From an optimization exercise on the open Yosys and OpenROAD flow, aimed at small area, a short achievable clock period and few clock cycles per item; shortcuts taken in it are not production practice.
At most, simulation tests tie the RTL to the original design; equivalence was not proved.
The RTL of runs 4, 5 and 7 was laid out without a check of its function.
Power and IR drop assume default switching activity.

<file path="flow/config.mk">
export PLATFORM = sky130hd
export DESIGN_NAME = anim_frame_encoder
export DESIGN_NICKNAME = anim_frame_encoder
export VERILOG_FILES = /design/flow/design.v
export SDC_FILE = /design/flow/constraint.sdc
export NUM_CORES = 4
export LEC_CHECK = 0
export CAP_MARGIN = 20
export CORE_MARGIN = 2
export CORE_UTILIZATION = 40
export CTS_BUF_LIST = sky130_fd_sc_hd__clkbuf_8
export CTS_CLUSTER_DIAMETER = 60
export CTS_CLUSTER_SIZE = 20
export SETUP_SLACK_MARGIN = 5.0
export SLEW_MARGIN = 20
</file>
<file path="flow/constraint.sdc">
create_clock -name core_clock -period 8.0 [get_ports {clk}]
set_input_delay 1.6000 -clock core_clock [delete_from_list [all_inputs] [get_ports {clk}]]
set_output_delay 1.6000 -clock core_clock [all_outputs]
set_load 0.01 [all_outputs]
</file>
<file path="flow/design.v">
module bit_writer (
    input  wire        clk,
    input  wire        rst,
    input  wire        f_valid,
    output wire        f_ready,
    input  wire [14:0] f_data,
    input  wire [3:0]  f_width,
    input  wire        flush,
    output wire        out_valid,
    input  wire        out_ready,
    output wire [7:0]  out_data,
    output wire        out_last
);
    reg        F_v;
    reg [14:0] F_d;
    reg [3:0]  F_w;
    reg [29:0] acc;    
    reg [4:0]  c;      
    reg        e0_v, e1_v, e0_l, e1_l;
    reg [7:0]  e0_d, e1_d;
    wire fl    = flush & ~F_v;
    wire room  = ~e1_v;
    wire avail = (c > 5'd8) | (fl & (c != 5'd0));
    wire emit  = avail & room;
    wire lastb = fl & (c <= 5'd8);
    wire [4:0] c1 = emit ? (c[4] | c[3] ? c - 5'd8 : 5'd0) : c;
    wire take  = F_v & (c1 <= 5'd15);
    reg  rdy_r;
    assign f_ready = ~F_v | rdy_r;
    wire [4:0] c_n    = take ? c1 + {1'b0, F_w} : c1;
    wire       e1_v_n = e1_v ? ~(~e0_v | pop) : (emit & e0_v & ~pop);
    wire [29:0] acc1 = emit ? {8'd0, acc[29:8]} : acc;
    wire [29:0] ins  = {15'd0, F_d} << c1;
    wire pop = e0_v & out_ready;
    assign out_valid = e0_v;
    assign out_data  = e0_d;
    assign out_last  = e0_l;
    always @(posedge clk) begin
        if (rst) begin
            F_v  <= 1'b0;
            rdy_r <= 1'b1;
            acc  <= 30'd0;
            c    <= 5'd0;
            e0_v <= 1'b0;
            e1_v <= 1'b0;
        end else begin
            if (f_ready) begin
                F_v <= f_valid;
                F_d <= f_data;
                F_w <= f_width;
            end else if (take) begin
                F_v <= 1'b0;
            end
            acc   <= take ? (acc1 | ins) : acc1;
            c     <= c_n;
            rdy_r <= (c_n <= 5'd15) | (~e1_v_n & (c_n <= 5'd23));
            if (~e0_v | pop) begin
                if (e1_v) begin
                    e0_v <= 1'b1;
                    e0_d <= e1_d;
                    e0_l <= e1_l;
                    e1_v <= 1'b0;
                end else begin
                    e0_v <= emit;
                    e0_d <= acc[7:0];
                    e0_l <= lastb;
                end
            end else if (emit) begin
                e1_v <= 1'b1;
                e1_d <= acc[7:0];
                e1_l <= lastb;
            end
        end
    end
endmodule
module anim_frame_encoder #(
    parameter NPIX = 4096
) (
    input  wire       clk,
    input  wire       rst,
    input  wire       start,
    input  wire       literal,
    input  wire [2:0] bpp,
    output wire       busy,
    input  wire       pix_valid,
    output wire       pix_ready,
    input  wire [6:0] pix_cur,
    input  wire [6:0] pix_ref,
    output wire       out_valid,
    input  wire       out_ready,
    output wire [7:0] out_data,
    output wire       out_last
);
    localparam N  = 132;               
    localparam PW = $clog2(NPIX + 1);
    localparam M_START = 2'd0;         
    localparam M_SAME  = 2'd1;         
    localparam M_DIFF  = 2'd2;         
    reg        busy_r;
    reg        lit_r;
    reg [2:0]  bpp_r;
    wire       start_take = start & ~busy_r;
    reg        q0_v, q1_v;
    reg [6:0]  q0_val, q1_val;
    reg        q0_eq, q1_eq;
    reg [PW-1:0] in_left;              
    reg        in_nz;                  
    reg        pix_ready_r;
    assign pix_ready = pix_ready_r;
    wire take   = pix_valid & pix_ready;
    wire new_eq = (pix_cur == pix_ref);
    wire all_in = ~in_nz & ~q0_v;      
    reg [7*N-1:0] rval;
    reg [N-1:0]   rstop;
    reg [7:0]     cnt;                 
    reg [7:0]     d;                   
    reg           h1, h2, h3;          
    wire [6:0] v = rval[7*(N-1) +: 7];
    wire       s = rstop[N-1];
    wire [127:0] f;
    assign f[0] = 1'b0;
    genvar gk;
    generate
        for (gk = 1; gk < 128; gk = gk + 1) begin : g_f
            assign f[gk] = rstop[N - 2 - gk];
        end
    endgenerate
    wire        enc_f_n;
    wire [6:0]  enc_k_n;
    ffs128 u_ffs (.x(f), .found(enc_f_n), .idx(enc_k_n));
    reg        enc_f;
    reg [6:0]  enc_k;
    reg        snapok;
    reg [1:0]    mode;
    reg [6:0]    len;                  
    reg          s1, s2;               
    reg          ex_done;
    wire f_ready;
    reg  is_head;                      
    wire rem1   = all_in & (cnt == 8'd1);    
    wire rem_le = all_in & (cnt <= 8'd128);
    wire fin_ok  = (cnt >= 8'd4) | all_in;
    wire [7:0] ldiff = enc_f ? {1'b0, enc_k} :
                       (rem_le ? cnt : 8'd128);
    wire valid_d = enc_f | snapok;
    wire [7:0] len1 = {1'b0, len} + 8'd1;
    wire eqn     = (len <= 7'd2) | s2;
    wire sclose  = (&len) | rem1 | ~eqn;
    wire at_start = (mode == M_START) | (s | (len == 7'd0));
    reg        cons;
    reg        fv;
    reg [14:0] fd;
    reg [3:0]  fw;
    wire lit_take = lit_r & busy_r & q0_v & f_ready & ~ex_done;
    always @(*) begin
        cons = 1'b0;
        fv   = 1'b0;
        fd   = {8'd0, v};
        fw   = {1'b0, bpp_r};
        if (lit_r) begin
            fv = lit_take;
            fd = {8'd0, q0_val};
        end else if (is_head) begin
            case (mode)
                M_SAME: if (fin_ok) begin
                    if (~sclose) begin
                        cons = 1'b1;
                    end else if (f_ready) begin
                        cons = 1'b1;
                        fv   = 1'b1;
                        fd   = {7'd0, len1[6:0], 1'b0};
                        fw   = 4'd8;
                    end
                end
                default: if (fin_ok) begin
                    if (s) begin
                        cons = 1'b1;
                    end else if (~at_start) begin
                        if (f_ready) begin
                            cons = 1'b1;
                            fv   = 1'b1;
                        end
                    end else if (valid_d & f_ready) begin
                        cons = 1'b1;
                        fv   = 1'b1;
                        fd   = {v, ldiff[6:0], 1'b1};
                        fw   = 4'd8 + {1'b0, bpp_r};
                    end
                end
            endcase
        end
    end
    wire [7:0] cnt_m1 = cnt - 8'd1;
    wire [7:0] cnt_p1 = cnt + 8'd1;
    wire [7:0] d_p1   = (d == N - 1) ? 8'd0 : d + 8'd1;
    wire live    = (d < cnt);
    wire ins_ok  = cons ? ((cnt == N) | (cnt == 8'd1)) : ((cnt == 8'd0) | (d == cnt));
    wire ins     = q0_v & ~lit_r & busy_r & ins_ok;
    wire pop_q   = ins | lit_take;
    wire q1_v_n  = (~q0_v | pop_q) ? (q1_v & take) : (q1_v | take);
    bit_writer u_writer (
        .clk      (clk),
        .rst      (rst),
        .f_valid  (fv),
        .f_ready  (f_ready),
        .f_data   (fd),
        .f_width  (fw),
        .flush    (ex_done),
        .out_valid(out_valid),
        .out_ready(out_ready),
        .out_data (out_data),
        .out_last (out_last)
    );
    assign busy = busy_r;
    wire [6:0] vin = ins ? q0_val : v;
    wire       sin = ~ins & live & ~cons & s;
    always @(posedge clk) begin
        rval  <= {rval[7*(N-1)-1:0], vin};
        rstop <= {rstop[N-2:3], (ins ? (h1 & h2 & h3 & q0_eq) : rstop[2]), rstop[1:0], sin};
        enc_f <= enc_f_n;
        enc_k <= enc_k_n;
    end
    always @(posedge clk) begin
        if (rst) begin
            busy_r  <= 1'b0;
            lit_r   <= 1'b0;
            bpp_r   <= 3'd1;
            q0_v    <= 1'b0;
            q1_v    <= 1'b0;
            in_left <= NPIX;
            in_nz   <= 1'b1;
            cnt     <= 8'd0;
            d       <= 8'd0;
            is_head <= 1'b0;
            pix_ready_r <= 1'b1;
            mode    <= M_START;
            ex_done <= 1'b0;
            snapok  <= 1'b0;
            h1      <= 1'b0;
            h2      <= 1'b0;
            h3      <= 1'b0;
        end else begin
            snapok <= (cons ? (cnt >= N) : (cnt >= N - 1)) | all_in;
            if (~q0_v | pop_q) begin
                if (q1_v) begin
                    q0_val <= q1_val;
                    q0_eq  <= q1_eq;
                    q1_v   <= take;
                    q1_val <= pix_cur;
                    q1_eq  <= new_eq;
                end else begin
                    q0_v   <= take;
                    q0_val <= pix_cur;
                    q0_eq  <= new_eq;
                end
            end else if (take) begin
                q1_v   <= 1'b1;
                q1_val <= pix_cur;
                q1_eq  <= new_eq;
            end
            if (take) begin
                in_left <= in_left - 1'b1;
                in_nz   <= (in_left != 1);
            end
            pix_ready_r <= ~q1_v_n & (take ? (in_left != 1) : in_nz);
            cnt <= (cons == ins) ? cnt : (cons ? cnt_m1 : cnt_p1);
            if (cons)
                d <= ((cnt == 8'd1) & ins) ? 8'd1 : 8'd0;
            else if ((cnt == 8'd0) & ins)
                d <= 8'd1;
            else
                d <= d_p1;
            if (ins) begin
                h3 <= h2;
                h2 <= h1;
                h1 <= q0_eq;
            end
            is_head <= cons ? (cnt >= 8'd2) : ((cnt != 8'd0) & (d == N - 1));
            if (cons) begin
                s2 <= s1;
                s1 <= s;
                if (mode == M_SAME) begin
                    if (sclose) mode <= M_START;
                    else        len  <= len1[6:0];
                end else if (at_start) begin
                    mode <= s ? M_SAME : M_DIFF;
                    len  <= 7'd1;
                end else begin
                    len  <= len1[6:0];
                end
            end
            if ((cons & rem1) | (lit_take & ~in_nz & ~q1_v)) begin
                ex_done     <= 1'b1;
                mode        <= M_START;
                h1          <= 1'b0;
                h2          <= 1'b0;
                h3          <= 1'b0;
                in_left     <= NPIX;
                in_nz       <= 1'b1;
                pix_ready_r <= 1'b1;
            end
            if (start_take) begin
                busy_r  <= 1'b1;
                lit_r   <= literal;
                bpp_r   <= bpp;
            end
            if (out_valid & out_ready & out_last) begin
                busy_r  <= 1'b0;
                ex_done <= 1'b0;
            end
        end
    end
endmodule
module ffs128 (
    input  wire [127:0] x,
    output wire         found,
    output wire [6:0]   idx
);
    wire [63:0] f1; wire [63:0]  i1;
    wire [31:0] f2; wire [63:0]  i2;
    wire [15:0] f3; wire [47:0]  i3;
    wire [7:0]  f4; wire [31:0]  i4;
    wire [3:0]  f5; wire [19:0]  i5;
    wire [1:0]  f6; wire [11:0]  i6;
    genvar n;
    generate
        for (n = 0; n < 64; n = n + 1) begin : l1
            assign f1[n] = x[2*n] | x[2*n+1];
            assign i1[n] = ~x[2*n];
        end
        for (n = 0; n < 32; n = n + 1) begin : l2
            assign f2[n] = f1[2*n] | f1[2*n+1];
            assign i2[2*n +: 2] = f1[2*n] ? {1'b0, i1[2*n]} : {1'b1, i1[2*n+1]};
        end
        for (n = 0; n < 16; n = n + 1) begin : l3
            assign f3[n] = f2[2*n] | f2[2*n+1];
            assign i3[3*n +: 3] = f2[2*n] ? {1'b0, i2[4*n +: 2]} : {1'b1, i2[4*n+2 +: 2]};
        end
        for (n = 0; n < 8; n = n + 1) begin : l4
            assign f4[n] = f3[2*n] | f3[2*n+1];
            assign i4[4*n +: 4] = f3[2*n] ? {1'b0, i3[6*n +: 3]} : {1'b1, i3[6*n+3 +: 3]};
        end
        for (n = 0; n < 4; n = n + 1) begin : l5
            assign f5[n] = f4[2*n] | f4[2*n+1];
            assign i5[5*n +: 5] = f4[2*n] ? {1'b0, i4[8*n +: 4]} : {1'b1, i4[8*n+4 +: 4]};
        end
        for (n = 0; n < 2; n = n + 1) begin : l6
            assign f6[n] = f5[2*n] | f5[2*n+1];
            assign i6[6*n +: 6] = f5[2*n] ? {1'b0, i5[10*n +: 5]} : {1'b1, i5[10*n+5 +: 5]};
        end
    endgenerate
    assign found = f6[0] | f6[1];
    assign idx   = f6[0] ? {1'b0, i6[5:0]} : {1'b1, i6[11:6]};
endmodule
</file>
<file path="flow/run.sh">
#!/bin/bash
# synth_recipe.tcl (not shown) runs the flow's synth.tcl, then flattens the netlist and writes it again
# the make line also repeats each setting of config.mk as NAME=value (left out here)
make -C /OpenROAD-flow-scripts/flow DESIGN_CONFIG=/design/flow/config.mk WORK_HOME=/design/flow/orfs CLKGATE_MAP_FILE= SYNTH_SCRIPT=/design/flow/synth_recipe.tcl finish
</file>
==> results.yml, run 1 <==
die:
  die_h_um: 281.7
  die_x_um: 281.7
  row_count: 101
  ios: 35
  core-area_um2: 76200
  start_util: 0.4049
  die-area_um2: 79380
worst_setup_path:
  reg2reg_depth: 9
  rrSetupSlack_ps: 5110
  r2r_start: "u_writer.c[0]"
  cp-start-kind: "register"
  worstSetupStartpoint: "pix_ready_r"
  crit_buf_inv: 1
  path_max_fanout: 3
  crit_required_ps: 6400
  cp.depth: 1
  crit_family: "flip-flops"
  path_cells: "clkdlybuf4s15_1"
  endpoint_kind: "output pin"
  crit_type: "reg2out"
  crit_end: "pix_ready"
  r2r_end: "u_writer.rdy_r"
  crit_arrival_ps: 1300
  slowest_delay_ps: 370
  worst_path_max_delay_cell: "dfxtp_1"
cts:
  htreeDepth: 3
  clk_pin_slew_ps: 110
  cts-root-buf: "clkbuf_8"
  tritoncts: "yes"
  cts_buffers: 77
  hold_buffers: 0
  clock-sinks: 1211
  cts_buffer_depth: 3
  clk_latency_ps: 700
logic_synthesis:
  synth_top_area_cell: "dfxtp_1"
  synthTopCellsByArea: "dfxtp_1, edfxtp_1, nor2_1"
  synth_ff_type: "dfxtp_1"
  synth_top_area_frac: 0.7454
  synth_edf_count: 62
  ys_types: 83
  ys_seq_area_frac: 0.8058
  async_reset_ff_frac: 0
  syn-num-nets: 2224
  yosysWarnings: 2
  synth-seq-cells: 1211
  syn_avg_cell_area_um2: 14.16
  synth_area_um2: 30860
  syn_inst: 2179
route:
  wl_per_cell_um: 14.22
  viasPerCell: 4.568
  postRouteWirelength_um: 47310
  detail_route.iter0.violations: 851
  drc: 0
  vias: 15200
  drtAntennaViolNets: 0
  dr.pass1.iters: 5
timing:
  holdWs_ps: 315.7
  setup_tns_ps: 0
  fin_crit_sh: 0.3622
  worst_slack_ps: 5102
  finalCriticalPeriod_ps: 2898
  hold_violations: 0
  rsz0062_at_grt: "true"
  setup_violations: 0
  skew_ps: 25.16
  max_clock_freq_mhz: 345.1
  timing.slew.headroom: 0.4169
  maxSlewViolCount: 0
  worst_pin_slew_ps: 874.7
power_and_ir_drop:
  seq_power_share: 0.675
  leakage_uw: 0.01274
  combPwrFrac: 0.018
  p_per_area_nw_per_um2: 270.5
  internal_power_uw: 7253
  sw_frac_of_total: 0.2106
  clkPwrFrac: 0.307
  vdd_drop_max_mv: 0.2047
  switching_power_uw: 1935
hold_path:
  hp-class: "reg2reg"
  min-delay-start: "rval[759]"
global_routing:
  grtUsageMet2: 0.1795
  grt_busiest_layer: "met2"
  grt_pass1_vias: 15010
  grt_antenna_before_repair: 1
  grt_pass1_wl_um: 78030
  grt_util_met1: 0.1724
  grt_max_degree: 76
  grt_use_total: 0.1207
  grt_overflow: 0
  grt_use_met3: 0.02560
layout:
  layout-drive-gt1-share: 0.08624
  syn_to_final_growth_pct: 10.07
  fin_cells: 3327
  nFillCells: 6774
  mostFrequentLayoutCell: "dfxtp_1"
  fin_nets: 2314
  final_cell_mix: "dfxtp_1, nor2_1, nand2_1"
flow_run:
  drv_cap: 0
placed_design:
  gp_congestion: 0.8173
  io_buffers: 34
  post-dp-hpwl_um: 30120
  dp_slack_ps: 3904
  dp.cells: 3203
status:
  status: "complete, no violations"
[synth_stat cells (20+ instances only)]
cell type and count:
ha_1 21, dfxtp_1 1149, inv_1 51, nor3_1 34
nand3_1 20, mux2_2 29, mux2i_1 33, o21ai_0 48
a21oi_1 65, nand2_1 97, a22oi_1 23, edfxtp_1 62
nor2b_1 31, clkbuf_1 20, nor2_1 153, nor4_1 23
[through the flow]
step                area [um^2]    util  power [uW]
floorplan                 30860       -        6436
global placement          32310  0.4240        6494
detailed placement        32310  0.4240        6497
CTS                       33910  0.4450        9312
global route              33960  0.4457        9579
finish                    33960  0.4457        9188
[power by group through the flow]
stage / clock (uW) / combinational [uW] / sequential (uW)
global placement: 0 / 151 / 6340
CTS: 2950 / 159 / 6210
global route: 3180 / 179 / 6220
detailed placement: 0 / 153 / 6340
finish: 2820 / 162 / 6210
floorplan: 0 / 108 / 6330
[worst min-delay path by stage]
stage / to / cells after the start
2_1_floorplan: rstop[131] / 0
3_3_place_gp: rval[674] / 0
3_5_place_dp: rval[17] / 0
4_1_cts: rval[872] / 0
5_1_grt: rval[348] / 0
6_report: rval[766] / 0
[layer usage]
metal / share of wire / vias up
met5: 0 / -
met4: 0.033 / 0
met3: 0.039 / 107
met2: 0.43 / 214
met1: 0.50 / 7323
li1: - / 7555
[kinds of logic after synthesis]
| group | synth area share |
|---|---|
| compound gates | 0.06382 |
| xor+xnor | 0.008231 |
| fa+ha+maj | 0.009164 |
| buf+inv | 0.01302 |
| flops | 0.8058 |
| mux | 0.02494 |
| simple gates | 0.07505 |
[layout make-up]
| type | count | area [um^2] | area share |
|---|---|---|---|
| antenna | 1 | 2.502 | 0.00007368 |
| clock buffer | 77 | 1060 | 0.03120 |
| clock inverter | 29 | 345.3 | 0.01017 |
| inverter | 52 | 202.7 | 0.005968 |
| multi-input combinational | 872 | 5687 | 0.1674 |
| sequential | 1211 | 24870 | 0.7322 |
| tap | 1030 | 1289 | 0.03794 |
| timing repair buffer | 53 | 496.7 | 0.01463 |
| timing repair inverter | 2 | 12.51 | 0.0003684 |
[registers in the layout, indices dropped and copies added, names as in the netlist, 8 cells and up]
signal	count
cnt	8
d	8
in_left	13
rstop	132
rval	924
u_writer.F_d	15
u_writer.acc	30
u_writer.e0_d	8
u_writer.e1_d	8
[repair_timing]
action	CTS	global route
buffers inserted	12	3
pin swaps	3	3
gates cloned	2	0
resized for setup	45	11
setup endpoints to repair	91	54
Testbench counts, summed over its fixed seeds: cycles 269,844, pixels 262,144.
==> run 2: changes to the inputs <==
--- a/flow/config.mk
+++ b/flow/config.mk
@@ -9,7 +9,7 @@
 export CORE_MARGIN = 2
 export CORE_UTILIZATION = 40
-export CTS_BUF_LIST = sky130_fd_sc_hd__clkbuf_8
-export CTS_CLUSTER_DIAMETER = 60
-export CTS_CLUSTER_SIZE = 20
+export CTS_BUF_LIST = sky130_fd_sc_hd__clkbuf_16
+export CTS_CLUSTER_DIAMETER = 80
+export CTS_CLUSTER_SIZE = 32
 export SETUP_SLACK_MARGIN = 5.0
 export SLEW_MARGIN = 20
==> results.yml, run 2 <==
status:
  status: "complete, no violations"
power_and_ir_drop:
  switching_power_uw: 1902
  combPwrFrac: 0.017
  p_per_area_nw_per_um2: 274.5
  sw_frac_of_total: 0.2036
  seq_power_share: 0.664
  vdd_drop_max_mv: 0.2337
  clkPwrFrac: 0.319
  leakage_uw: 0.01276
  internal_power_uw: 7442
global_routing:
  grt_antenna_before_repair: 0
  grt_pass1_vias: 14760
  grt_max_degree: 76
  grt_overflow: 0
  grt_pass1_wl_um: 77000
  grt_use_total: 0.1184
worst_setup_path:
  crit_type: "reg2out"
  crit_family: "flip-flops"
  crit_required_ps: 6400
  crit_buf_inv: 1
  path_cells: "dlygate4sd2_1"
  cp-start-kind: "register"
  endpoint_kind: "output pin"
  path_max_fanout: 1
  worst_path_max_delay_cell: "edfxtp_1"
  crit_arrival_ps: 1310
  slowest_delay_ps: 400
die:
  core-area_um2: 76200
  start_util: 0.4049
  die-area_um2: 79380
  row_count: 101
  ios: 35
  die_x_um: 281.7
  die_h_um: 281.7
logic_synthesis:
  synthXorXnorAreaFrac: 0.008231
  ys_types: 83
  synth_area_um2: 30860
  syn_inst: 2179
  yosysWarnings: 2
  synth.area.mux_share: 0.02494
  ys_seq_area_frac: 0.8058
  synth-compound-area-share: 0.06382
  syn_avg_cell_area_um2: 14.16
  synthSimpleGateAreaFrac: 0.07505
  synth_top_area_cell: "dfxtp_1"
  synthTopCellsByArea: "dfxtp_1, edfxtp_1, nor2_1"
  synth_ff_type: "dfxtp_1"
  ys_top_cells_by_count: "dfxtp_1, nor2_1, nand2_1"
  async_reset_ff_frac: 0
  synth_edf_count: 62
  synth.most_common_cell: "dfxtp_1"
  syn-num-nets: 2224
  synth_top_family_by_area: "simple AND/OR/NAND/NOR gates"
  synthAdderAreaFrac: 0.009164
  synth_top_area_frac: 0.7454
  synth-seq-cells: 1211
route:
  postRouteWirelength_um: 46890
  drtAntennaViolNets: 0
  vias: 15030
  drc: 0
  wl_per_cell_um: 14.27
  viasPerCell: 4.572
  dr.pass1.iters: 5
  detail_route.iter0.violations: 819
placed_design:
  post-dp-hpwl_um: 30120
  gp_congestion: 0.8173
  dp.cells: 3203
  placed_cell_area_um2: 32310
  io_buffers: 34
flow_run:
  drv_cap: 0
cts:
  cts_buffers: 48
  cts-root-buf: "clkbuf_16"
  clk_latency_ps: 620
  tritoncts: "yes"
  clock-sinks: 1211
  cts_buffer_depth: 3
  hold_buffers: 0
  htreeDepth: 2
  clk_pin_slew_ps: 110
layout:
  syn_to_final_growth_pct: 10.32
  regMostFlops: "rval"
  finish.utilization: 0.4467
  mostFrequentLayoutCell: "dfxtp_1"
  layout-drive-gt1-share: 0.06868
  largest_reg_flops: 924
  reg_top3: "rval: 924 flops, rstop: 132 flops, u_writer.acc: 30 flops"
  final_area_um2: 34040
  fin_nets: 2285
  n_antenna_cell: 0
  fin_cells: 3287
  final_cell_mix: "dfxtp_1, nor2_1, nand2_1"
timing:
  setup_violations: 0
  maxSlewViolCount: 0
  finalCriticalPeriod_ps: 2912
  rsz0062_at_grt: "true"
  max_clock_freq_mhz: 343.4
  setup_tns_ps: 0
  hold_violations: 0
  fin_crit_sh: 0.3640
  timing.slew.headroom: 0.4047
  skew_ps: 29.70
  worst_pin_slew_ps: 893.0
hold_path:
  hp-class: "reg2reg"
[run 2: cell types whose count changed in the layout (fill, tap and decap cells not counted), sizes merged]
cell           previous run  this run
clkbuf                   79        49
dlygate4sd2               0        11
inv                      66        61
diode                     1         0
clkinv                   10         5
clkdlybuf4s15             8         1
buf                      22        20
bufinv                    2         1
[run 2: final timing paths]
kind	from	endpoint	slack [ps]	cells past startpoint
worst max-delay path	u_writer.e0_d[6]	out_data[6]	5090	1
worst min-delay path	rval[813]	rval[820]	320	0
worst max register to register	u_writer.c[0]	u_writer.rdy_r	5140	9
worst min register to register	rval[813]	rval[820]	320	0
[run 2: layout make-up]
class | instances | area [um^2]
Fill cell | 6757 | 42160
Sequential cell | 1211 | 24870
Multi-Input combinational cell | 872 | 5692
Tap cell | 1030 | 1289
Clock buffer | 49 | 1226
Timing Repair Buffer | 53 | 489.2
Clock inverter | 18 | 265.3
Inverter | 52 | 202.7
Timing Repair inverter | 2 | 12.51
[run 2: stage by stage]
| step | hold slack, ps | worst slack, ps | power, uW |
|---|---|---|---|
| after floorplan | 309.6 | 5043 | 6436 |
| after global placement | 310.1 | 4023 | 6494 |
| after detailed placement | 312.1 | 3904 | 6497 |
| after CTS | 326.9 | 5023 | 9458 |
| after global routing | 334.2 | 4890 | 9707 |
| final | 320.8 | 5088 | 9344 |
[run 2: per-layer routing]
metal,vias up,track usage,wire length (um)
met5,-,0,0
met4,0,0.03751,1118
met3,75,0.02096,1725
met2,202,0.1816,20240
met1,7262,0.1702,23810
li1,7488,-,-
[run 2: cells by family (layout without fill, tap and decap cells)]
| logic type | Yosys count | after routing |
|---|---|---|
| flops | 1211 | 1211 |
| simple gates | 463 | 463 |
| compound gates | 289 | 289 |
| buf+inv | 96 | 174 |
| mux | 69 | 69 |
| xor+xnor | 29 | 29 |
| fa+ha+maj | 22 | 22 |
[run 2: power groups by stage]
stage	combinational [uW]	sequential (uW)	clock, uW
6_report	161	6210	2980
5_1_grt	177	6220	3310
4_1_cts	158	6210	3090
3_5_place_dp	153	6340	0
3_3_place_gp	151	6340	0
2_1_floorplan	108	6330	0
[run 2: repair_timing]
| item | in CTS | in global routing |
|---|---|---|
| buffers inserted | 10 | 5 |
| setup endpoints to repair | 93 | 52 |
| resized for setup | 29 | 9 |
| cloned | 2 | 0 |
| pin swaps | 3 | 3 |
==> run 3: changes to the inputs <==
--- a/flow/config.mk
+++ b/flow/config.mk
@@ -8,8 +8,9 @@
 export CAP_MARGIN = 20
 export CORE_MARGIN = 2
-export CORE_UTILIZATION = 40
+export CORE_UTILIZATION = 65
 export CTS_BUF_LIST = sky130_fd_sc_hd__clkbuf_16
 export CTS_CLUSTER_DIAMETER = 80
 export CTS_CLUSTER_SIZE = 32
+export PLACE_DENSITY = 0.75
 export SETUP_SLACK_MARGIN = 5.0
 export SLEW_MARGIN = 20
==> results.yml, run 3 <==
status:
  status: "complete, no violations"
cts:
  clk_latency_ps: 620
  cts_buffers: 46
  cts-root-buf: "clkbuf_16"
  cts_buffer_depth: 3
  tritoncts: "yes"
  clk_pin_slew_ps: 110
  htreeDepth: 2
  clock-sinks: 1211
  hold_buffers: 0
logic_synthesis:
  synth_edf_count: 62
  syn_inst: 2179
  synth_ff_type: "dfxtp_1"
  ys_seq_area_frac: 0.8058
  synth_top_area_frac: 0.7454
  synth.most_common_cell: "dfxtp_1"
  syn-num-nets: 2224
  synth_area_um2: 30860
  ys_top_cells_by_count: "dfxtp_1, nor2_1, nand2_1"
  synthTopCellsByArea: "dfxtp_1, edfxtp_1, nor2_1"
  synth-seq-cells: 1211
  yosysWarnings: 2
  ys_types: 83
  syn_avg_cell_area_um2: 14.16
  async_reset_ff_frac: 0
  synth_top_area_cell: "dfxtp_1"
worst_setup_path:
  path_cells: "dlygate4sd2_1"
  crit_required_ps: 6400
  cp-start-kind: "register"
  slowest_delay_ps: 430
  crit_arrival_ps: 1350
  worst_path_max_delay_cell: "edfxtp_1"
  crit_family: "flip-flops"
  r2r_start: "len[5]"
  path_max_fanout: 2
  cp.depth: 1
  crit_type: "reg2out"
  endpoint_kind: "output pin"
  crit_buf_inv: 1
  reg2reg_depth: 7
  worstSetupStartpoint: "u_writer.e0_l"
die:
  die-area_um2: 49230
  core-area_um2: 46750
  start_util: 0.6600
  row_count: 79
  die_h_um: 221.9
  die_x_um: 221.9
  ios: 35
route:
  wl_per_cell_um: 16.78
  drtAntennaViolNets: 0
  postRouteWirelength_um: 47920
  drc: 0
  dr.pass1.iters: 5
  vias: 15000
  detail_route.iter0.violations: 988
  viasPerCell: 5.251
global_routing:
  grt_overflow: 0
  grt_max_degree: 47
  grt_pass1_wl_um: 78140
  grt_use_total: 0.1957
  grt_pass1_vias: 14860
  grt_antenna_before_repair: 1
layout:
  n_antenna_cell: 0
  fin_cells: 2856
  layout-drive-gt1-share: 0.06670
  finish.utilization: 0.7139
  syn_to_final_growth_pct: 8.166
  final_cell_mix: "dfxtp_1, nor2_1, nand2_1"
  largest_reg_flops: 924
  mostFrequentLayoutCell: "dfxtp_1"
  nFillCells: 3055
  regMostFlops: "rval"
  reg_top3: "rval: 924 flops, rstop: 132 flops, u_writer.acc: 30 flops"
  fin_nets: 2282
  final_area_um2: 33380
power_and_ir_drop:
  leakage_uw: 0.01271
  total_power_uw: 9227
  p_per_area_nw_per_um2: 276.4
  vdd_drop_max_mv: 0.2029
placed_design:
  placed_cell_area_um2: 31780
  gp_congestion: 0.8275
  io_buffers: 34
  post-dp-hpwl_um: 28770
  dp.cells: 2780
timing:
  hold_violations: 0
  fin_crit_sh: 0.3689
  maxSlewViolCount: 0
  max_clock_freq_mhz: 338.9
  setup_violations: 0
  worst_pin_slew_ps: 975.6
  rsz0062_at_grt: "false"
  skew_ps: 21.83
  timing.slew.headroom: 0.3489
  setup_tns_ps: 0
  finalCriticalPeriod_ps: 2951
hold_path:
  hp-class: "reg2reg"
  min_path_cells: 0
  min-delay-start: "rval[334]"
flow_run:
  drv_cap: 0
[run 3: cell counts after synthesis]
Identical to the previous run, type by type.
[run 3: through the flow]
step	hold WS, ps	setup WS [ps]
2_1_floorplan	309.6	5043
3_5_place_dp	312.1	4098
5_1_grt	328.6	5002
4_1_cts	321.0	5000
6_report	326.1	5049
3_3_place_gp	310.4	4184
[run 3: logic make-up (layout without fill, tap and decap cells)]
logic type / Yosys count / after routing / share of synthesized area
AO/OA/AOI/OAI: 289 / 289 / 0.06382
XOR/XNOR: 29 / 29 / 0.008231
adder cells (fa/ha/maj): 22 / 22 / 0.009164
buffers and inverters: 96 / 166 / 0.01302
flip-flops: 1211 / 1211 / 0.8058
multiplexers: 69 / 69 / 0.02494
AND/OR/NAND/NOR: 463 / 463 / 0.07505
[run 3: final timing paths]
check                                 end  slack [ps]
worst min-delay path            rval[341]         330
worst max register to register  q1_val[1]        5170
worst max-delay path             out_last        5050
worst min register to register  rval[341]         330
[run 3: cell type report]
class / instances / area, um^2 / area share
inverter: 52 / 202.7 / 0.006073
sequential: 1211 / 24870 / 0.7450
clock inverter: 13 / 186.4 / 0.005586
multi-input combinational: 872 / 5703 / 0.1709
timing repair buffer: 52 / 467.9 / 0.01402
tap: 607 / 759.5 / 0.02275
timing repair inverter: 2 / 15.01 / 0.0004498
clock buffer: 47 / 1176 / 0.03524
[run 3: repair_timing]
item / in CTS / in global routing
pin swaps: 2 / 3
gates cloned: 2 / 0
setup buffers: 7 / 7
setup endpoints to repair: 77 / 72
gates resized for setup: 25 / 16
[run 3: per-layer routing]
layer | GRT usage | vias to the layer above | share of wire
met5 | 0 | - | 0
met4 | 0.05362 | 0 | 0.022
met3 | 0.02783 | 69 | 0.040
met2 | 0.3128 | 273 | 0.45
met1 | 0.2826 | 7169 | 0.48
li1 | - | 7487 | -
[run 3: power breakdown]
group	total (uW)	switching (uW)	leakage (uW)	internal, uW
logic	154	82.0	0.00216	72.3
clock network	2860	1750	0.000674	1110
registers	6210	46.8	0.00988	6160
total	9230	1880	0.0127	7350
==> run 4: changes to the inputs <==
--- a/flow/design.v
+++ b/flow/design.v
@@ -93,4 +93,5 @@
 );
     localparam N  = 132;               
+    localparam TP = 100;                
     localparam PW = $clog2(NPIX + 1);
     localparam M_START = 2'd0;         
@@ -195,6 +196,11 @@
     wire [7:0] d_p1   = (d == N - 1) ? 8'd0 : d + 8'd1;
     wire live    = (d < cnt);
-    wire ins_ok  = cons ? ((cnt == N) | (cnt == 8'd1)) : ((cnt == 8'd0) | (d == cnt));
-    wire ins     = q0_v & ~lit_r & busy_r & ins_ok;
+    reg  at_p;                         
+    reg  cln;                          
+    wire empty_n = cons ? (cnt == 8'd1) : (cnt == 8'd0);
+    wire src_ok  = q0_v & ~lit_r & busy_r;
+    wire insp    = src_ok & ((empty_n & cln) | (at_p & (cons | (cnt != N))));
+    wire ins0    = src_ok & ((empty_n & ~cln) | (~empty_n & ~at_p & (cons ? (cnt == N) : (d == cnt))));
+    wire ins     = ins0 | insp;
     wire pop_q   = ins | lit_take;
     wire q1_v_n  = (~q0_v | pop_q) ? (q1_v & take) : (q1_v | take);
@@ -213,9 +219,11 @@
     );
     assign busy = busy_r;
-    wire [6:0] vin = ins ? q0_val : v;
-    wire       sin = ~ins & live & ~cons & s;
+    wire [6:0] vin = ins0 ? q0_val : v;
+    wire       sin = ~ins0 & live & ~cons & s;
+    wire       stop_new = h1 & h2 & h3 & q0_eq;
     always @(posedge clk) begin
-        rval  <= {rval[7*(N-1)-1:0], vin};
-        rstop <= {rstop[N-2:3], (ins ? (h1 & h2 & h3 & q0_eq) : rstop[2]), rstop[1:0], sin};
+        rval  <= {rval[7*(N-1)-1:7*TP], (insp ? q0_val : rval[7*(TP-1) +: 7]), rval[7*(TP-1)-1:0], vin};
+        rstop <= {rstop[N-2:TP+3], (insp ? stop_new : rstop[TP+2]), rstop[TP+1:TP], (~insp & rstop[TP-1]),
+                  rstop[TP-2:3], (ins0 ? stop_new : rstop[2]), rstop[1:0], sin};
         enc_f <= enc_f_n;
         enc_k <= enc_k_n;
@@ -232,4 +240,6 @@
             cnt     <= 8'd0;
             d       <= 8'd0;
+            at_p    <= 1'b0;
+            cln     <= 1'b0;
             is_head <= 1'b0;
             pix_ready_r <= 1'b1;
@@ -265,8 +275,11 @@
             pix_ready_r <= ~q1_v_n & (take ? (in_left != 1) : in_nz);
             cnt <= (cons == ins) ? cnt : (cons ? cnt_m1 : cnt_p1);
-            if (cons)
-                d <= ((cnt == 8'd1) & ins) ? 8'd1 : 8'd0;
-            else if ((cnt == 8'd0) & ins)
+            at_p <= insp;
+            if (empty_n & insp)
+                d <= TP + 1;
+            else if (empty_n & ins0)
                 d <= 8'd1;
+            else if (cons)
+                d <= 8'd0;
             else
                 d <= d_p1;
@@ -292,4 +305,5 @@
             if ((cons & rem1) | (lit_take & ~in_nz & ~q1_v)) begin
                 ex_done     <= 1'b1;
+                cln         <= (NPIX >= N);
                 mode        <= M_START;
                 h1          <= 1'b0;
--- a/flow/config.mk
+++ b/flow/config.mk
@@ -15,2 +15,3 @@
 export SETUP_SLACK_MARGIN = 5.0
 export SLEW_MARGIN = 20
+export TNS_END_PERCENT = 5
==> results.yml, run 4 <==
status:
  status: "complete, no violations"
global_routing:
  grt_overflow: 0
  grt_antenna_before_repair: 0
  grt_max_degree: 71
  grt_pass1_wl_um: 80270
  grt_use_total: 0.2058
  grt_pass1_vias: 14870
timing:
  hold_violations: 0
  maxSlewViolCount: 0
  worst_slack_ps: 4864
  holdWs_ps: 318.8
  finalCriticalPeriod_ps: 3136
  max_clock_freq_mhz: 318.9
  timing.slew.headroom: 0.4031
  skew_ps: 38.87
  setup_tns_ps: 0
  fin_crit_sh: 0.3920
  rsz0062_at_grt: "true"
  worst_pin_slew_ps: 895.4
  setup_violations: 0
logic_synthesis:
  async_reset_ff_frac: 0
  synth-seq-cells: 1213
  synth_edf_count: 62
  synthTopCellsByArea: "dfxtp_1, edfxtp_1, nor2_1"
  synth_area_um2: 30650
  syn_avg_cell_area_um2: 14.16
  ys_seq_area_frac: 0.8126
  synth_ff_type: "dfxtp_1"
  syn-num-nets: 2211
  synth_top_area_cell: "dfxtp_1"
  yosysWarnings: 2
  synth.most_common_cell: "dfxtp_1"
  ys_types: 79
  ys_top_cells_by_count: "dfxtp_1, nor2_1, nand2_1"
  syn_inst: 2165
  synth_top_area_frac: 0.7519
power_and_ir_drop:
  internal_power_uw: 7423
  switching_power_uw: 1961
  p_per_area_nw_per_um2: 282.0
  leakage_uw: 0.01289
  combPwrFrac: 0.022
  seq_power_share: 0.669
  total_power_uw: 9384
  clkPwrFrac: 0.310
  sw_frac_of_total: 0.2090
  vdd_drop_max_mv: 0.2893
worst_setup_path:
  cp.depth: 1
  reg2reg_depth: 11
  path_max_fanout: 3
  worst_path_max_delay_cell: "clkdlybuf4s50_1"
  crit_required_ps: 6400
  crit_arrival_ps: 1540
  crit_buf_inv: 1
  path_cells: "clkdlybuf4s50_1"
  crit_family: "buffers and inverters"
  slowest_delay_ps: 540
  endpoint_kind: "output pin"
  cp-start-kind: "register"
  crit_type: "reg2out"
layout:
  reg_top3: "rval: 924 flops, rstop: 132 flops, u_writer.acc: 30 flops"
  largest_reg_flops: 924
  syn_to_final_growth_pct: 8.602
  fin_nets: 2276
  n_antenna_cell: 0
  final_area_um2: 33280
  regMostFlops: "rval"
  mostFrequentLayoutCell: "dfxtp_1"
  final_cell_mix: "dfxtp_1, nor2_1, nand2_1"
  layout-drive-gt1-share: 0.06984
  nFillCells: 2954
route:
  postRouteWirelength_um: 50100
  vias: 14770
  wl_per_cell_um: 17.55
  dr.pass1.iters: 5
  drtAntennaViolNets: 0
  viasPerCell: 5.172
  drc: 0
  detail_route.iter0.violations: 883
hold_path:
  min_path_cells: 0
  hp-class: "reg2reg"
cts:
  htreeDepth: 2
  cts_buffers: 47
  hold_buffers: 0
  clk_pin_slew_ps: 120
  cts-root-buf: "clkbuf_16"
  clock-sinks: 1213
  cts_buffer_depth: 3
  tritoncts: "yes"
  clk_latency_ps: 620
placed_design:
  gp_congestion: 0.8727
  post-dp-hpwl_um: 30500
  placed_cell_area_um2: 31610
  io_buffers: 34
  dp_slack_ps: 4150
die:
  core-area_um2: 46560
  die_x_um: 221.1
  start_util: 0.6583
  ios: 35
  row_count: 79
  die-area_um2: 48900
  die_h_um: 221.1
flow_run:
  drv_cap: 0
-- run 4: cell type report --
type | instances | area (um^2) | share of cell area
Timing Repair Buffer | 54 | 519.2 | 0.01560
Tap cell | 607 | 759.5 | 0.02282
Timing Repair inverter | 1 | 5.005 | 0.0001504
Sequential cell | 1213 | 24910 | 0.7484
Clock buffer | 47 | 1176 | 0.03534
Inverter | 47 | 182.7 | 0.005489
Clock inverter | 20 | 236.5 | 0.007105
Multi-Input combinational cell | 866 | 5494 | 0.1651
-- run 4: final timing paths --
check / from / endpoint / slack (ps)
max: u_writer.e0_v / out_valid / 4860
min: rval[774] / rval[781] / 320
min reg2reg: rval[774] / rval[781] / 320
max reg2reg: len[0] / q1_val[6] / 4950
-- run 4: through the flow --
| step | utilization | instances |
|---|---|---|
| 6_report | 0.7149 | 2855 |
| 5_1_grt | 0.7149 | 2855 |
| 4_1_cts | 0.7121 | 2845 |
| 3_5_place_dp | 0.6789 | 2772 |
| 3_3_place_gp | 0.6788 | 2772 |
| 2_1_floorplan | - | 2165 |
-- run 4: cell families after synthesis --
group	synth area share
flops	0.8126
simple gates	0.07717
compound gates	0.05373
buf+inv	0.01172
mux	0.02421
xor+xnor	0.01057
fa+ha+maj	0.009962
-- run 4: power by group through the flow --
stage / combinational [uW] / sequential (uW) / clock, uW
2_1_floorplan: 142 / 6380 / 0
3_3_place_gp: 189 / 6400 / 0
3_5_place_dp: 194 / 6410 / 0
4_1_cts: 201 / 6280 / 2980
5_1_grt: 225 / 6290 / 3160
6_report: 203 / 6280 / 2910
-- run 4: what timing repair did --
action	CTS	global route
pin swaps	4	1
gates cloned	0	1
endpoints found under the setup margin	61	92
buffers inserted	6	9
resized for setup	16	16
-- run 4: routing by layer --
metal | part of all wire | up-vias | global-route usage | wire [um]
met4 | 0.024 | 0 | 0.06084 | 1187
met1 | 0.48 | 7085 | 0.2899 | 23960
met2 | 0.46 | 226 | 0.3343 | 23300
met5 | 0 | - | 0 | 0
li1 | - | 7384 | - | -
met3 | 0.033 | 71 | 0.03027 | 1656
==> run 5: changes to the inputs <==
--- a/flow/config.mk
+++ b/flow/config.mk
@@ -12,6 +12,7 @@
 export CTS_CLUSTER_DIAMETER = 80
 export CTS_CLUSTER_SIZE = 32
+export GPL_ROUTABILITY_DRIVEN = 0
+export GPL_TIMING_DRIVEN = 0
 export PLACE_DENSITY = 0.75
 export SETUP_SLACK_MARGIN = 5.0
 export SLEW_MARGIN = 20
-export TNS_END_PERCENT = 5
==> results.yml, run 5 <==
power_and_ir_drop:
  p_per_area_nw_per_um2: 278.9
  switching_power_uw: 1917
  internal_power_uw: 7385
  combPwrFrac: 0.023
  sw_frac_of_total: 0.2061
  clkPwrFrac: 0.303
  vdd_drop_max_mv: 0.2995
  seq_power_share: 0.674
  leakage_uw: 0.01292
timing:
  worst_pin_slew_ps: 865.1
  setup_violations: 0
  setup_tns_ps: 0
  finalCriticalPeriod_ps: 2977
  rsz0062_at_grt: "true"
  skew_ps: 23.79
  hold_violations: 0
  timing.slew.headroom: 0.4179
  max_clock_freq_mhz: 336.0
  fin_crit_sh: 0.3721
  maxSlewViolCount: 0
global_routing:
  grt_use_total: 0.1981
  grt_pass1_vias: 14980
  grt_antenna_before_repair: 1
  grt_pass1_wl_um: 78350
  grt_overflow: 0
  grt_max_degree: 34
logic_synthesis:
  synth.most_common_cell: "dfxtp_1"
  syn_inst: 2165
  yosysWarnings: 2
  synth_top_area_frac: 0.7519
  synth_top_area_cell: "dfxtp_1"
  syn-num-nets: 2211
  synthTopCellsByArea: "dfxtp_1, edfxtp_1, nor2_1"
  syn_avg_cell_area_um2: 14.16
  ys_seq_area_frac: 0.8126
  synth-seq-cells: 1213
  async_reset_ff_frac: 0
  synth_edf_count: 62
  ys_top_cells_by_count: "dfxtp_1, nor2_1, nand2_1"
  synth_area_um2: 30650
  ys_types: 79
  synth_ff_type: "dfxtp_1"
route:
  detail_route.iter0.violations: 1014
  vias: 15100
  drtAntennaViolNets: 0
  postRouteWirelength_um: 48290
  dr.pass1.iters: 5
  viasPerCell: 5.251
  drc: 0
  wl_per_cell_um: 16.80
cts:
  cts_buffers: 46
  htreeDepth: 2
  cts-root-buf: "clkbuf_16"
  clk_pin_slew_ps: 110
  tritoncts: "yes"
  cts_buffer_depth: 3
  clk_latency_ps: 620
  clock-sinks: 1213
worst_setup_path:
  endpoint_kind: "register"
  crit_buf_inv: 1
  slowest_delay_ps: 750
  cp-start-kind: "input pin"
  path_max_fanout: 3
  crit_required_ps: 8490
  path_cells: "clkdlybuf4s50_1, xor2_1, nor4_1, mux2_2"
  crit_type: "in2reg"
  worst_path_max_delay_cell: "nor4_1"
  crit_family: "simple AND/OR/NAND/NOR gates"
  crit_arrival_ps: 3470
status:
  status: "complete, no violations"
layout:
  finish.utilization: 0.7164
  regMostFlops: "rval"
  reg_top3: "rval: 924 flops, rstop: 132 flops, u_writer.acc: 30 flops"
  final_cell_mix: "dfxtp_1, nor2_1, nand2_1"
  mostFrequentLayoutCell: "dfxtp_1"
  layout-drive-gt1-share: 0.07275
  n_antenna_cell: 0
  syn_to_final_growth_pct: 8.839
  fin_nets: 2302
  largest_reg_flops: 924
die:
  die_x_um: 221.1
  start_util: 0.6583
  row_count: 79
  die-area_um2: 48900
  core-area_um2: 46560
  die_h_um: 221.1
  ios: 35
placed_design:
  post-dp-hpwl_um: 29730
  io_buffers: 33
flow_run:
  drv_cap: 0
hold_path:
  hp-class: "reg2reg"
run 5: cell counts after synthesis:
Identical to the previous run, type by type.
run 5: power by group through the flow:
stage	combinational (uW)	sequential [uW]	clock, uW
after floorplan	142	6380	0
after global placement	194	6400	0
after detailed placement	200	6410	0
after CTS	206	6270	2890
after global routing	236	6290	3090
final	212	6270	2820
run 5: final cells by class:
cell class              count  area, um^2
inverters                  47       178.9
repair buffers             43       427.9
clock buffers              46        1151
fillers                  2986       13200
flip-flops and latches   1213       24910
clock inverters            14       166.4
plain buffers              39       188.9
multi-input cells         866        5574
well taps                 607       759.5
run 5: path summary, 6_finish.rpt:
| kind | start | endpoint | slack, ps | cells past startpoint |
|---|---|---|---|---|
| hold / removal | rval[577] | rval[584] | 330 | 0 |
| hold reg to reg | rval[577] | rval[584] | 330 | 0 |
| setup / recovery | pix_cur[4] | q0_eq | 5020 | 4 |
| setup reg to reg | len[0] | rval[2] | 5090 | 9 |
run 5: routing by layer:
metal	global-route usage	wire, um
met2	0.3149	21860
met5	0	13
met3	0.03293	2355
met4	0.05391	1108
met1	0.2849	22950
run 5: what timing repair did:
action	CTS	global route
setup endpoints to repair	61	96
setup buffers	6	4
gates resized for setup	28	31
hold buffers	0	0
pin swaps	5	6
run 5: kinds of logic (layout without fill, tap and decap cells):
family          after synthesis  in the layout  synth area share
flops                      1213           1213            0.8126
simple gates                490            490           0.07717
compound gates              245            245           0.05373
buf+inv                      86            189           0.01172
mux                          70             70           0.02421
xor+xnor                     37             37           0.01057
fa+ha+maj                    24             24          0.009962
run 5: stage by stage:
step,total power [uW],worst slack (ps),instance area [um^2],hold slack (ps),std cells
2_1_floorplan,6527,5027,30660,309.6,2165
3_3_place_gp,6594,4110,31750,309.8,2805
3_5_place_dp,6607,4101,31750,312.1,2805
4_1_cts,9373,5001,33200,317.7,2871
5_1_grt,9613,4971,33350,323.4,2875
6_report,9302,5023,33350,327.0,2875
==> run 6: changes to the inputs <==
--- a/flow/design.v
+++ b/flow/design.v
@@ -305,5 +305,5 @@
             if ((cons & rem1) | (lit_take & ~in_nz & ~q1_v)) begin
                 ex_done     <= 1'b1;
-                cln         <= (NPIX >= N);
+                cln         <= 1'b1;
                 mode        <= M_START;
                 h1          <= 1'b0;
--- a/flow/config.mk
+++ b/flow/config.mk
@@ -12,6 +12,4 @@
 export CTS_CLUSTER_DIAMETER = 80
 export CTS_CLUSTER_SIZE = 32
-export GPL_ROUTABILITY_DRIVEN = 0
-export GPL_TIMING_DRIVEN = 0
 export PLACE_DENSITY = 0.75
 export SETUP_SLACK_MARGIN = 5.0
==> results.yml, run 6 <==
logic_synthesis:
  yosysWarnings: 2
  syn_inst: 2165
  synth_top_area_cell: "dfxtp_1"
  syn-num-nets: 2211
  ys_types: 79
  async_reset_ff_frac: 0
  synthTopCellsByArea: "dfxtp_1, edfxtp_1, nor2_1"
  synth-seq-cells: 1213
  synth.most_common_cell: "dfxtp_1"
  ys_top_cells_by_count: "dfxtp_1, nor2_1, nand2_1"
  synth_area_um2: 30650
  syn_avg_cell_area_um2: 14.16
  synth_ff_type: "dfxtp_1"
  ys_seq_area_frac: 0.8126
  synth_edf_count: 62
  synth_top_area_frac: 0.7519
timing:
  hold_violations: 0
  max_clock_freq_mhz: 340.7
  timing.slew.headroom: 0.4317
  rsz0062_at_grt: "true"
  finalCriticalPeriod_ps: 2935
  skew_ps: 31.83
  setup_tns_ps: 0
  worst_pin_slew_ps: 845.9
  fin_crit_sh: 0.3669
  maxSlewViolCount: 0
  setup_violations: 0
placed_design:
  dp.cells: 2773
  io_buffers: 34
  placed_cell_area_um2: 31620
  gp_congestion: 0.8706
  post-dp-hpwl_um: 29710
route:
  wl_per_cell_um: 16.91
  dr.pass1.iters: 5
  vias: 14820
  drc: 0
  viasPerCell: 5.202
  postRouteWirelength_um: 48170
  detail_route.iter0.violations: 869
  drtAntennaViolNets: 0
layout:
  final_cell_mix: "dfxtp_1, nor2_1, nand2_1"
  largest_reg_flops: 924
  regMostFlops: "rval"
  final_area_um2: 33200
  syn_to_final_growth_pct: 8.337
  nFillCells: 3062
  seq_area_um2: 24910
  reg_top3: "rval: 924 flops, rstop: 132 flops, u_writer.acc: 30 flops"
  fin_cells: 2849
  n_antenna_cell: 0
  multi_input_area_um2: 5503
  mostFrequentLayoutCell: "dfxtp_1"
  fin_nets: 2271
  layout-drive-gt1-share: 0.07047
cts:
  tritoncts: "yes"
  clk_pin_slew_ps: 110
  cts-root-buf: "clkbuf_16"
  hold_buffers: 0
  clock-sinks: 1213
  cts_buffers: 46
  clk_latency_ps: 620
  cts_buffer_depth: 3
  htreeDepth: 2
worst_setup_path:
  worst_path_max_delay_cell: "edfxtp_1"
  crit_family: "flip-flops"
  cp-start-kind: "register"
  path_cells: "dlygate4sd2_1"
  rrSetupSlack_ps: 5130
  crit_arrival_ps: 1340
  endpoint_kind: "output pin"
  crit_type: "reg2out"
  path_max_fanout: 2
  r2r_end: "rval[1]"
  crit_buf_inv: 1
  reg2reg_depth: 9
  crit_required_ps: 6400
  slowest_delay_ps: 410
  r2r_start: "len[0]"
hold_path:
  min_to: "rval[916]"
  min_path_cells: 0
  hp-class: "reg2reg"
  min-delay-start: "rval[909]"
power_and_ir_drop:
  p_per_area_nw_per_um2: 281.7
  leakage_uw: 0.01288
  vdd_drop_max_mv: 0.2752
die:
  die-area_um2: 48900
  ios: 35
  start_util: 0.6583
  die_h_um: 221.1
  core-area_um2: 46560
  row_count: 79
  die_x_um: 221.1
global_routing:
  grt_antenna_before_repair: 1
  grt_pass1_wl_um: 77240
  grt_use_total: 0.1965
  grt_pass1_vias: 14520
  grt_max_degree: 71
  grt_overflow: 0
flow_run:
  drv_cap: 0
status:
  status: "complete, no violations"
[run 6: cell counts after synthesis]
No cell type changed its count.
[run 6: how the worst max path moves through the flow]
stage               cells after the start        endpoint  slack, ps     startpoint
floorplan                               4           q1_eq       5030            rst
global placement                        9           q0_eq       4520         cnt[1]
finish                                  1        out_last       5060  u_writer.e0_l
global route                           13       q1_val[6]       4940         len[0]
CTS                                    11  u_writer.rdy_r       5000  u_writer.c[3]
detailed placement                      9           q0_eq       4430         cnt[0]
[run 6: stage by stage]
| step | util | power, uW | hold slack, ps | worst slack, ps |
|---|---|---|---|---|
| after detailed placement | 0.6791 | 6605 | 312.1 | 4430 |
| final | 0.7131 | 9352 | 322.1 | 5065 |
| after CTS | 0.7111 | 9416 | 324.3 | 5002 |
| after global routing | 0.7131 | 9653 | 326.5 | 4940 |
| after floorplan | - | 6527 | 309.6 | 5027 |
| after global placement | 0.6791 | 6594 | 309.8 | 4519 |
[run 6: cell families after synthesis]
family	after synthesis	synth area share
buf+inv	86	0.01172
xor+xnor	37	0.01057
simple gates	490	0.07717
flops	1213	0.8126
compound gates	245	0.05373
mux	70	0.02421
fa+ha+maj	24	0.009962
[run 6: cell type report]
cell class	instances	share of cell area
repair buffers	50	0.01402
repair inverters	1	0.0001507
multi-input cells	866	0.1657
well taps	607	0.02288
clock inverters	18	0.006030
flip-flops and latches	1213	0.7503
inverters	47	0.005427
clock buffers	47	0.03542
[run 6: power breakdown]
group / internal [uW] / leakage (uW) / total, uW / switching [uW]
sequential: 6200 / 0.00990 / 6280 / 73.5
clock: 1140 / 0.000698 / 2880 / 1730
combinational: 90.8 / 0.00228 / 200 / 109
[run 6: routing by layer]
metal,vias to the layer above,global-route usage,part of all wire
met5,-,0,0.00029
met4,2,0.05889,0.025
met3,80,0.02603,0.034
met2,265,0.3121,0.45
met1,7104,0.2853,0.49
li1,7370,-,-
[run 6: what timing repair did]
item,CTS,global route
buffers inserted,8,2
pin swaps,3,2
resized for setup,25,22
setup endpoints to repair,62,73
gates cloned,1,0
Testbench counts of run 6, summed over its fixed seeds: cycles 264,244, pixels 262,144.
==> run 7: changes to the inputs <==
--- a/flow/design.v
+++ b/flow/design.v
@@ -15,5 +15,6 @@
     reg [14:0] F_d;
     reg [3:0]  F_w;
-    reg [29:0] acc;    
+    reg        F_big;  
+    reg [23:0] acc;    
     reg [4:0]  c;      
     reg        e0_v, e1_v, e0_l, e1_l;
@@ -25,11 +26,11 @@
     wire lastb = fl & (c <= 5'd8);
     wire [4:0] c1 = emit ? (c[4] | c[3] ? c - 5'd8 : 5'd0) : c;
-    wire take  = F_v & (c1 <= 5'd15);
-    reg  rdy_r;
-    assign f_ready = ~F_v | rdy_r;
+    wire take  = F_v & (F_big ? (c1 <= 5'd9) : (c1 <= 5'd15));
+    reg  rdy_s, rdy_b;
+    assign f_ready = ~F_v | (F_big ? rdy_b : rdy_s);
     wire [4:0] c_n    = take ? c1 + {1'b0, F_w} : c1;
     wire       e1_v_n = e1_v ? ~(~e0_v | pop) : (emit & e0_v & ~pop);
-    wire [29:0] acc1 = emit ? {8'd0, acc[29:8]} : acc;
-    wire [29:0] ins  = {15'd0, F_d} << c1;
+    wire [23:0] acc1 = emit ? {8'd0, acc[23:8]} : acc;
+    wire [23:0] ins  = {9'd0, F_d} << c1;
     wire pop = e0_v & out_ready;
     assign out_valid = e0_v;
@@ -39,6 +40,7 @@
         if (rst) begin
             F_v  <= 1'b0;
-            rdy_r <= 1'b1;
-            acc  <= 30'd0;
+            rdy_s <= 1'b1;
+            rdy_b <= 1'b1;
+            acc  <= 24'd0;
             c    <= 5'd0;
             e0_v <= 1'b0;
@@ -49,4 +51,5 @@
                 F_d <= f_data;
                 F_w <= f_width;
+                F_big <= f_width[3] & (f_width[2:0] != 3'd0);
             end else if (take) begin
                 F_v <= 1'b0;
@@ -54,5 +57,6 @@
             acc   <= take ? (acc1 | ins) : acc1;
             c     <= c_n;
-            rdy_r <= (c_n <= 5'd15) | (~e1_v_n & (c_n <= 5'd23));
+            rdy_s <= (c_n <= 5'd15) | (~e1_v_n & (c_n <= 5'd23));
+            rdy_b <= (c_n <= 5'd9)  | (~e1_v_n & (c_n <= 5'd17));
             if (~e0_v | pop) begin
                 if (e1_v) begin
@@ -305,5 +309,5 @@
             if ((cons & rem1) | (lit_take & ~in_nz & ~q1_v)) begin
                 ex_done     <= 1'b1;
-                cln         <= 1'b1;
+                cln         <= (NPIX >= N);
                 mode        <= M_START;
                 h1          <= 1'b0;
==> results.yml, run 7 <==
worst_setup_path:
  rrSetupSlack_ps: 4960
  crit_required_ps: 8530
  r2r_start: "len[1]"
  crit_type: "reg2reg"
  cp-start-kind: "register"
  endpoint_kind: "register"
  reg2reg_depth: 9
  worstSetupStartpoint: "len[1]"
  r2r_end: "rstop[103]"
  crit_arrival_ps: 3570
  crit_end: "rstop[103]"
  path_max_fanout: 6
power_and_ir_drop:
  leakage_uw: 0.01299
  p_per_area_nw_per_um2: 281.3
  vdd_drop_max_mv: 0.2687
layout:
  regMostFlops: "rval"
  fin_nets: 2245
  mostFrequentLayoutCell: "dfxtp_1"
  largest_reg_flops: 924
  multi_input_area_um2: 5692
  final_cell_mix: "dfxtp_1, nor2_1, nand2_1"
  syn_to_final_growth_pct: 9.474
  nFillCells: 2885
  layout-drive-gt1-share: 0.08988
  seq_area_um2: 24850
  fin_cells: 2823
  reg_top3: "rval: 924 flops, rstop: 132 flops, u_writer.acc: 24 flops"
route:
  dr.pass1.iters: 5
  drtAntennaViolNets: 0
  vias: 14560
  viasPerCell: 5.157
  postRouteWirelength_um: 52810
  drc: 0
  wl_per_cell_um: 18.71
  detail_route.iter0.violations: 850
placed_design:
  gp_congestion: 0.8543
  dp_slack_ps: 4071
  post-dp-hpwl_um: 31110
  io_buffers: 34
  dp.cells: 2735
timing:
  timing.slew.headroom: 0.3461
  skew_ps: 30.17
  max_clock_freq_mhz: 328.4
  hold_violations: 0
  maxSlewViolCount: 0
  fin_crit_sh: 0.3806
  setup_violations: 0
  finalCriticalPeriod_ps: 3045
  worst_pin_slew_ps: 979.9
  worst_slack_ps: 4955
  setup_tns_ps: 0
  rsz0062_at_grt: "true"
logic_synthesis:
  synth_ff_type: "dfxtp_1"
  synth_top_area_cell: "dfxtp_1"
  synth_area_um2: 30560
  syn-num-nets: 2171
  syn_inst: 2126
  synth_top_area_frac: 0.7507
  yosysWarnings: 2
  ys_types: 81
  synth.most_common_cell: "dfxtp_1"
  synth_edf_count: 63
  synthTopCellsByArea: "dfxtp_1, edfxtp_1, mux2i_1"
  ys_top_cells_by_count: "dfxtp_1, nor2_1, nand2_1"
  async_reset_ff_frac: 0
  syn_avg_cell_area_um2: 14.38
  ys_seq_area_frac: 0.8126
  synth-seq-cells: 1209
cts:
  clk_pin_slew_ps: 120
  tritoncts: "yes"
  cts_buffer_depth: 3
  cts-root-buf: "clkbuf_16"
  clk_latency_ps: 650
  htreeDepth: 2
  clock-sinks: 1209
  cts_buffers: 46
die:
  core-area_um2: 46460
  die-area_um2: 48770
  row_count: 79
  die_x_um: 220.8
  ios: 35
  start_util: 0.6579
  die_h_um: 220.8
hold_path:
  hp-class: "reg2reg"
  min_path_cells: 0
global_routing:
  grt_max_degree: 59
  grt_overflow: 0
  grt_pass1_wl_um: 82920
  grt_use_total: 0.2153
  grt_pass1_vias: 15010
  grt_antenna_before_repair: 2
flow_run:
  drv_cap: 0
status:
  status: "complete, no violations"
==> run 7: changes by cell type after synthesis, sizes merged, moves of 6 or more <==
cell,previous run,this run
o21ai,48,41
o22a,8,1
or3,8,14
a221o,7,1
nand2,124,86
a21oi,63,82
o22ai,5,11
nor2,161,133
mux2i,37,63
a31oi,16,10
==> run 7: stage by stage <==
stage | hold slack (ps) | power, uW | instance area, um^2 | util
after global routing | 326.6 | 9699 | 33450 | 0.7201
after CTS | 323.9 | 9458 | 33120 | 0.7129
after floorplan | 309.6 | 6528 | 30580 | -
final | 320.6 | 9411 | 33460 | 0.7202
after global placement | 310.0 | 6602 | 31540 | 0.6789
after detailed placement | 312.1 | 6616 | 31540 | 0.6789
==> run 7: layer usage <==
| metal | vias to the layer above | routed length [um] | GRT usage |
|---|---|---|---|
| met1 | 6925 | 24100 | 0.2931 |
| met3 | 88 | 1926 | 0.03705 |
| met2 | 258 | 25220 | 0.3559 |
| met5 | - | 0 | 0 |
| li1 | 7288 | - | - |
| met4 | 0 | 1561 | 0.06646 |
==> run 7: worst min-delay path by stage <==
stage                from    endpoint  slack (ps)
6_report        rval[612]   rval[619]         320
2_1_floorplan  rstop[130]  rstop[131]         310
3_5_place_dp    rval[542]   rval[549]         310
3_3_place_gp    rval[848]   rval[855]         310
4_1_cts         rval[612]   rval[619]         320
5_1_grt         rval[612]   rval[619]         330
==> run 7: cell type report <==
type	instances	area share
inverter	52	0.006208
timing repair buffer	60	0.01731
clock buffer	47	0.03515
multi-input combinational	831	0.1701
antenna	2	0.0001496
tap	607	0.02270
clock inverter	15	0.005610
sequential	1209	0.7427
==> run 7: where the power goes <==
part           total [uW]  internal [uW]  switching [uW]
sequential           6270           6190            82.3
combinational         234            103             131
clock                2900           1120            1790
total                9410           7410            2000
==> run 7: cell families (layout without fill, tap and decap cells) <==
kind of cell / after synthesis / in the layout / synth area share
AOI/OAI and AO/OA: 242 / 242 / 0.05224
xor gates and xnor gates: 36 / 36 / 0.01032
adders and majority gates: 25 / 25 / 0.009989
buffers and inverters: 86 / 174 / 0.01138
DFF: 1209 / 1209 / 0.8126
muxes: 101 / 101 / 0.03476
other: 0 / 2 / 0
and+or+nand+nor: 427 / 427 / 0.06874
==> run 7: worst max-delay path, cell delays in order, from the launching register on <==
cell and delay, ps:
edfxtp_1 520, ha_2 250, and4_1 240, or4b_4 580
a21o_4 250, mux2i_4 280, a21oi_4 110, nor2_4 210
clkbuf_16 180, mux2_2 320
==> run 7: repair_timing <==
action	in CTS	in global routing
cloned	0	1
hold buffers	0	0
endpoints found under the setup margin	111	74
buffers inserted	9	14
pin swaps	9	11
gates resized for setup	48	46

-- port drivers added, routing unchanged --
The flow's constraints put no driver on any port. The routed layouts listed below were extracted and timed again, unchanged, in two steps. Step 1 (the two cells are an assumption about what drives the block):
set clk [get_ports {clk}]
set_driving_cell -lib_cell sky130_fd_sc_hd__clkbuf_16 $clk
set_driving_cell -lib_cell sky130_fd_sc_hd__buf_2 [delete_from_list [all_inputs] $clk]
Step 2 moves the port delays by t, midway between the first and last clock arrival at a register: inputs arrive t later, outputs are due t later. That takes back most of the time a late clock gives input paths. a / b / c = no drivers / after step 1 / after step 2; a / b = the first two.
| run | shift t [ns] | setup slack, ns | worst register clock-pin slew, ns |
|---|---|---|---|
| run 1 | 0.734 | 5.102 / 5.048 / 4.401 | 0.11 / 0.11 |
| run 2 | 0.666 | 5.088 / 5.031 / 4.509 | 0.11 / 0.11 |
| run 3 | 0.668 | 5.049 / 4.993 / 4.516 | 0.11 / 0.11 |
| run 4 | 0.667 | 4.864 / 4.801 / 4.368 | 0.12 / 0.12 |
| run 5 | 0.669 | 5.023 / 4.988 / 4.347 | 0.12 / 0.12 |
| run 6 | 0.667 | 5.065 / 5.004 / 4.469 | 0.12 / 0.12 |
| run 7 | 0.689 | 4.955 / 4.955 / 4.391 | 0.12 / 0.12 |
After both steps setup and hold are still met in every run listed. The setup slack of run 1, which loses most, moves by -0.054 ns with the drivers and by -0.701 ns with both steps.
